This is an optimization exercise on Yosys and OpenROAD, whose aim is small area, not a production implementation.
The RTL was checked by simulation tests, not by an equivalence proof against the original design.
Power is estimated from default activity; no workload was simulated.

==> inputs of build 35 <==
## i2cbb
module i2cbb (
    input  wire        clk,
    input  wire        rst,           
    input  wire        host_req,
    input  wire        host_we,
    input  wire [11:0] host_addr,
    input  wire [31:0] host_wdata,
    output reg         host_resp,
    output reg         host_err,
    output reg  [31:0] host_rdata,
    output reg         scl_o,
    output reg         sda_o,
    input  wire        sda_i
);
export LEC_CHECK = 0
export CAP_MARGIN = 20
export CORE_MARGIN = 2
export CORE_UTILIZATION = 40
export SLEW_MARGIN = 20
create_clock -name core_clock -period 8.0 [get_ports {clk}]
standard.sh (not shown) runs the stock make flow with config.mk's settings and CLKGATE_MAP_FILE= SYNTH_SCRIPT=/design/flow/synth_recipe.tcl, a recipe that flattens the netlist after the stock synthesis.
==> flow/flow/run.sh <==
#!/bin/bash
# Own layout flow: the standard synthesis, then the combinational logic
# between the registers is re-mapped by ABC for area (registers, their names
# and cell types are kept), then the standard layout from floorplan on.
set -euo pipefail
W=$(pwd)
F=$W/flow
R=$W/orfs/results/$FLOW_PLATFORM/i2cbb/base
LIB=$FLOW_HOME/platforms/$FLOW_PLATFORM/lib/sky130_fd_sc_hd__tt_025C_1v80.lib

bash standard.sh synth > $W/std_synth.log 2>&1

cp $R/1_2_yosys.v $W/std_synth.v
# sequential cells stay black boxes; everything else is flattened to logic
SEQ=$(awk '/^ *cell *\(/ {gsub(/[()";]/," "); c=$2} /^ *(ff|latch|statetable) *\(/ {print c}' $LIB | sort -u | tr '\n' ' ')
DU=""
for c in $(cat $F/dont_use.txt); do DU="$DU -dont_use $c"; done
cat > $W/remap.ys <<EOS
read_liberty -ignore_miss_func $LIB
blackbox $SEQ
read_verilog $W/std_synth.v
hierarchy -top $FLOW_TOP
flatten
delete t:\$scopeinfo
opt -purge
abc -script $F/remap.abc -liberty $LIB $DU
setundef -zero
splitnets
opt_clean -purge
hilomap -singleton -hicell sky130_fd_sc_hd__conb_1 HI -locell sky130_fd_sc_hd__conb_1 LO
insbuf -buf sky130_fd_sc_hd__buf_4 A X
opt_clean -purge
read_liberty -lib $LIB
stat -liberty $LIB
write_verilog -noattr -nohex -nodec $W/remap.v
EOS
yosys -s $W/remap.ys > $W/remap.log 2>&1
cp $W/remap.v $R/1_2_yosys.v
rm -f $R/1_synth.odb $R/1_synth.sdc

# clock tree without dummy loads; ports buffered with the smallest buffer
bash standard.sh finish "CTS_ARGS=-sink_clustering_enable -repair_clock_nets -dont_use_dummy_load -buf_list sky130_fd_sc_hd__clkbuf_8 -sink_clustering_size 12 -sink_clustering_max_diameter 60" \
  "BUFFER_PORTS_ARGS=-buffer_cell sky130_fd_sc_hd__buf_1" > $W/std_layout.log 2>&1
==> flow/flow/remap.abc <==
strash
&get -n
&deepsyn -T 30
&put
dch -f
amap
mfs2
strash
dch -f
amap
Other scripts of this flow, unchanged in this note and not shown: flow/flow/dont_use.txt
==> build 42: changes against build 35 <==
--- a/flow/design.v
+++ b/flow/design.v
@@ -83,30 +83,30 @@
     reg  [1:0]  st_err;
     reg  [6:0]  st_nackcnt;       
     reg         st_svalid;
     reg  [7:0]  rxdata_q;
     reg         rx_wr;            
     reg  [111:0] samp_q;          
     reg         samp_wr;          
-    reg  [111:0] ring;
-    reg  [6:0]   rc;              
+    reg  [111:0] ring;            
+    reg  [3:0]   rc;              
     reg          sda_smp;         
     wire [31:0] sns_cfg = cfg_wr ? sns_cfg_q : 32'd0;
     reg  [4:0]  op;
     reg  [22:0] cf;               
     reg  [4:0]  ti;               
     reg  [4:0]  k;                
     reg  [3:0]  b;                
     reg  [1:0]  ph;               
     reg  [15:0] tmr;
-    reg         aborting;
     reg         fin;
     reg  [6:0]  nacks;
-    reg         lastack;
+    reg         lastack;          
     wire is_raw   = (op[4:3] == 2'b00);
+    wire aborting = !is_raw && ctrl_abort && !lastack;
     wire is_sread = (op == C_SREAD);
     wire is_dputc = (op == C_DPUTC);
     wire ready    = (tmr == delay_r);
     localparam T_S = 2'd0, T_P = 2'd1, T_W = 2'd2, T_R = 2'd3;
     reg  [1:0] tok;
     reg  [7:0] byte_v;
     reg  [6:0] dev;
@@ -203,17 +203,16 @@
     end
     wire sp      = (tok == T_S) || (tok == T_P);
     wire smp     = (tok == T_W) ? b8 : ((tok == T_R) && !b8);
     wire b_last  = !tok[1] || b8 || (op == C_WRB && b[2:0] == 3'd7);
     wire ackslot = (tok == T_W) && b8;
     wire nack    = sda_smp;
     wire rsmp    = (tok == T_R) && !b8;       
-    wire [6:0] j = {k[3:0], b[2:0]};
-    wire align   = fin ? (rc == 7'd0 || !(op == C_RDB || is_sread))
-                       : (ph != 2'd2 || !rsmp || rc == j);
+    wire align   = fin ? (rc == 4'd0 || !(op == C_RDB || is_sread))
+                       : (ph != 2'd2 || !rsmp || rc == k[3:0]);
     wire tick    = st_busy && ready && align;
     wire ins     = tick && !fin && ph == 2'd2 && rsmp;
     wire [31:0] w = host_wdata;
     reg         legal;
     always @(*) begin
         case (w[31:24])
             8'h01, 8'h02, 8'h04, 8'h10, 8'h11, 8'h12, 8'h20:
@@ -254,21 +253,28 @@
             5'h13: host_rdata = samp_wr ? {{16{samp_q[63]}},  samp_q[63:48]}  : 32'd0;
             5'h14: host_rdata = samp_wr ? {{16{samp_q[47]}},  samp_q[47:32]}  : 32'd0;
             5'h15: host_rdata = samp_wr ? {{16{samp_q[31]}},  samp_q[31:16]}  : 32'd0;
             5'h16: host_rdata = samp_wr ? {{16{samp_q[15]}},  samp_q[15:0]}   : 32'd0;
             default: host_rdata = 32'd0;
         endcase
     end
+    integer i;
+    reg [111:0] burst;
+    always @(*)
+        for (i = 0; i < 112; i = i + 1)
+            burst[i] = ring[14 * (i % 8) + 13 - (111 - i) / 8];
     always @(posedge clk) begin
         host_resp <= host_req && !rst;
         host_err  <= host_req && (!acc_ok || (host_we && (ronly || st_busy)));
         rsel      <= widx[4:0];
         tmr       <= (tick || accept) ? 16'd0 : tmr + {15'd0, !ready};
-        rc        <= (rc == 7'd111) ? 7'd0 : rc + 7'd1;
-        ring      <= {ring[110:0], ins ? sda_i : ring[111]};
+        rc        <= (rc == 4'd13) ? 4'd0 : rc + 4'd1;
+        for (i = 0; i < 8; i = i + 1)
+            ring[14*i +: 14] <= {ring[14*i +: 13],
+                                 (ins && b[2:0] == 3'd7 - i) ? sda_i : ring[14*i + 13]};
         if (rst) begin
             ctrl_abort <= 1'b1;
             delay_r    <= 16'd4;
             sns_addr   <= 7'h68;
             dsp_addr   <= 7'h3C;
             cfg_wr     <= 1'b0;
             st_busy    <= 1'b0;
@@ -302,30 +308,30 @@
                 st_busy  <= 1'b1;
                 op       <= {w[29:28], w[26:24]};
                 cf       <= w[22:0];
                 ti       <= 5'd0;
                 k        <= (w[29:28] == 2'b01 && w[26:24] == 3'd2) ? 5'd27 : 5'd0;
                 b        <= (w[26:24] == 3'd4 && w[29:28] == 2'b00) ? 4'd8 : 4'd0;
                 ph       <= 2'd0;
-                aborting <= 1'b0;
+                lastack  <= 1'b1;
                 fin      <= 1'b0;
                 nacks    <= 7'd0;
             end
             if (tick) begin
                 if (fin) begin
                     st_busy    <= 1'b0;
                     st_nackcnt <= nacks;
                     if (op == C_WACK || !is_raw) st_ack <= lastack;
                     st_err   <= aborting ? 2'd1 : 2'd0;
                     st_phase <= (op == C_START) ? 2'd1 :
                                 (is_raw && op != C_STOP) ? 2'd2 : 2'd0;
-                    if (op == C_RDB) begin rxdata_q <= ring[111:104]; rx_wr <= 1'b1; end
+                    if (op == C_RDB) begin rxdata_q <= burst[111:104]; rx_wr <= 1'b1; end
                     if (is_sread) begin
                         st_svalid <= !aborting;
-                        if (!aborting) begin samp_q <= ring; samp_wr <= 1'b1; end
+                        if (!aborting) begin samp_q <= burst; samp_wr <= 1'b1; end
                     end
                 end else begin
                     ph <= ph + 2'd1;
                     case (ph)
                         2'd0: sda_o <= v;
                         2'd1: scl_o <= 1'b1;
                         2'd2: begin
@@ -338,15 +344,16 @@
                         if (!b_last) b <= b + 4'd1;
                         else begin
                             b <= 4'd0;
                             if (ackslot) begin
                                 lastack <= !nack;
                                 nacks   <= nacks + {6'd0, nack};
                             end
-                            if (ackslot && nack && !is_raw && ctrl_abort) aborting <= 1'b1;
+                            if (ackslot && nack && !is_raw && ctrl_abort)
+                                ;    
                             else if (aborting || is_raw) fin <= 1'b1;
                             else if (tok == T_P) begin
                                 if (is_sread || last_ti) fin <= 1'b1;
                                 else begin ti <= ti + 5'd1; k <= 5'd0; end
                             end else k <= k + 5'd1;
                         end
                     end
==> flow/flow/run.sh (replaced) <==
#!/bin/bash
# Own layout flow: the standard synthesis, then the combinational logic
# between the registers is re-mapped by ABC for area (registers, their names
# and cell types are kept), then the standard layout from floorplan on.
set -euo pipefail
W=$(pwd)
F=$W/flow
R=$W/orfs/results/$FLOW_PLATFORM/i2cbb/base
LIB=$FLOW_HOME/platforms/$FLOW_PLATFORM/lib/sky130_fd_sc_hd__tt_025C_1v80.lib

bash standard.sh synth > $W/std_synth.log 2>&1

cp $R/1_2_yosys.v $W/std_synth.v
# sequential cells stay black boxes; everything else is flattened to logic
SEQ=$(awk '/^ *cell *\(/ {gsub(/[()";]/," "); c=$2} /^ *(ff|latch|statetable) *\(/ {print c}' $LIB | sort -u | tr '\n' ' ')
DU=""
for c in $(cat $F/dont_use.txt); do DU="$DU -dont_use $c"; done
# four ABC runs with different random seeds; the smallest result is kept
remap() {
  local S=$1
  sed "s/&deepsyn -T 120/\&deepsyn -T 120 -S $S/" $F/remap.abc > $W/remap_$S.abc
  cat > $W/remap_$S.ys <<EOS
read_liberty -ignore_miss_func $LIB
blackbox $SEQ
read_verilog $W/std_synth.v
hierarchy -top $FLOW_TOP
flatten
delete t:\$scopeinfo
opt -purge
abc -script $W/remap_$S.abc -liberty $LIB $DU
setundef -zero
splitnets
opt_clean -purge
hilomap -singleton -hicell sky130_fd_sc_hd__conb_1 HI -locell sky130_fd_sc_hd__conb_1 LO
insbuf -buf sky130_fd_sc_hd__buf_4 A X
opt_clean -purge
read_liberty -lib $LIB
stat -liberty $LIB
write_verilog -noattr -nohex -nodec $W/remap_$S.v
EOS
  yosys -s $W/remap_$S.ys > $W/remap_$S.log 2>&1 || true
}
for S in 1 2 3 4; do remap $S & done
wait
BEST=""; BA=""
for S in 1 2 3 4; do
  A=$(grep "Chip area" $W/remap_$S.log 2>/dev/null | awk '{print $NF}' || true)
  if [[ -n "$A" && -s $W/remap_$S.v ]]; then
    if [[ -z "$BA" ]] || awk -v a="$A" -v b="$BA" 'BEGIN {exit !(a < b)}'; then BEST=$S; BA=$A; fi
  fi
done
echo "remap seeds: best $BEST area $BA" > $W/remap.log
grep -H "Chip area" $W/remap_*.log >> $W/remap.log || true
if [[ -n "$BEST" ]]; then cp $W/remap_$BEST.v $W/remap.v; else cp $W/std_synth.v $W/remap.v; fi
cp $W/remap.v $R/1_2_yosys.v
rm -f $R/1_synth.odb $R/1_synth.sdc

# clock tree without dummy loads; ports buffered with the smallest buffer
bash standard.sh finish "CTS_ARGS=-sink_clustering_enable -repair_clock_nets -dont_use_dummy_load -buf_list sky130_fd_sc_hd__clkbuf_4 -sink_clustering_size 10 -sink_clustering_max_diameter 40" \
  "BUFFER_PORTS_ARGS=-buffer_cell sky130_fd_sc_hd__buf_1" > $W/std_layout.log 2>&1
==> flow/flow/remap.abc (replaced) <==
strash
&get -n
&deepsyn -T 120
&put
dch -f
map -a
mfs2 -a
strash
dch -f
map -a
mfs2
strash
dch -f
amap
==> flow/config.mk (replaced) <==
export PLATFORM = sky130hd
export DESIGN_NAME = i2cbb
export DESIGN_NICKNAME = i2cbb
export VERILOG_FILES = /design/flow/design.v
export SDC_FILE = /design/flow/constraint.sdc
export NUM_CORES = 4
export LEC_CHECK = 0
export CAP_MARGIN = 20
export CORE_MARGIN = 2
export CORE_UTILIZATION = 55
export SLEW_MARGIN = 20
==> trial 88: changes against build 35 <==
--- a/flow/flow/run.sh
+++ b/flow/flow/run.sh
@@ -35,9 +35,9 @@
 write_verilog -noattr -nohex -nodec $W/remap.v
 EOS
 yosys -s $W/remap.ys > $W/remap.log 2>&1
 cp $W/remap.v $R/1_2_yosys.v
 rm -f $R/1_synth.odb $R/1_synth.sdc
 
 # clock tree without dummy loads; ports buffered with the smallest buffer
-bash standard.sh finish "CTS_ARGS=-sink_clustering_enable -repair_clock_nets -dont_use_dummy_load -buf_list sky130_fd_sc_hd__clkbuf_8 -sink_clustering_size 12 -sink_clustering_max_diameter 60" \
+bash standard.sh finish "CTS_ARGS=-sink_clustering_enable -repair_clock_nets -dont_use_dummy_load" \
   "BUFFER_PORTS_ARGS=-buffer_cell sky130_fd_sc_hd__buf_1" > $W/std_layout.log 2>&1
==> reports/qor.yml <==
layout:
  multi_input_area_um2: 4690
  clkCellAreaFrac: 0.0233
pwr:
  pg_seq_mw: 2.18
  p_int_mw: 2.50
run_status:
  status: "finished clean"
floorplan:
  die-width_um: 171
clock_network:
  clock_latency_ns: 0.73
route:
  wl_met2_um: 20200
global_route:
  grt_usage: 0.315
# the run above: build 42

==> reports/qor.yml <==
run_status:
  status: "finished clean"
pwr:
  pg_seq_mw: 2.20
  vdd_drop_max_uv: 216
layout:
  multi_input_area_um2: 4830
  clkCellAreaFrac: 0.0331
  multi_input_area_share: 0.277
clock_network:
  clock_latency_ns: 0.60
yosys:
  synth_nets: 1531
setup_path:
  crit_buf_inv: 7
  crit_path_end_kind: "register"
timing:
  setup_tns_ns: 0
floorplan:
  die-width_um: 202
global_route:
  grt_usage: 0.244
route:
  wl_met2_um: 24200
# the run above: build 35

==> reports/qor.yml <==
pwr:
  switching_power_mw: 0.838
  p_int_mw: 3.12
  pg_seq_mw: 2.20
route:
  wl_met2_um: 24000
layout:
  clkCellAreaFrac: 0.0573
run_status:
  status: "finished clean"
floorplan:
  die-width_um: 202
clock_network:
  clock_latency_ns: 0.55
global_route:
  grt_usage: 0.245
yosys:
  syn-cell-area_um2: 15700
# the run above: trial 88

[what the ideal ports hide]
No port has a modelled driver above. Below, the same layouts with a new extraction and two added sets of constraints.
Step 1 sets driving cells, clkbuf_16 on the clock port and buf_2 on the other inputs (assumed; they add their load-dependent delay and slew).
Step 2 adds t to the input delays and takes it off the output delays; t is the mean of the earliest and latest rising clock arrival at the registers after step 1. Input paths then give back, and output paths get back, about the clock's delay inside the block.
Three values: no drivers, after step 1, after step 2; two values: the first two.
run	t (ns)	slack for setup (ns)	worst hold slack (ns)	worst register clock-pin slew, ns
build 35	0.616	1.309 / 1.309 / 0.927	0.328 / 0.328 / 0.328	0.09 / 0.09
build 42	0.716	1.931 / 1.909 / 1.240	0.342 / 0.342 / 0.342	0.12 / 0.12
trial 88	0.571	1.343 / 1.343 / 0.979	0.346 / 0.346 / 0.346	0.06 / 0.06
After both steps setup and hold are still met in every run listed. For build 42, which loses most, drivers alone change the setup slack by -0.022 ns; drivers and shift together by -0.691 ns.
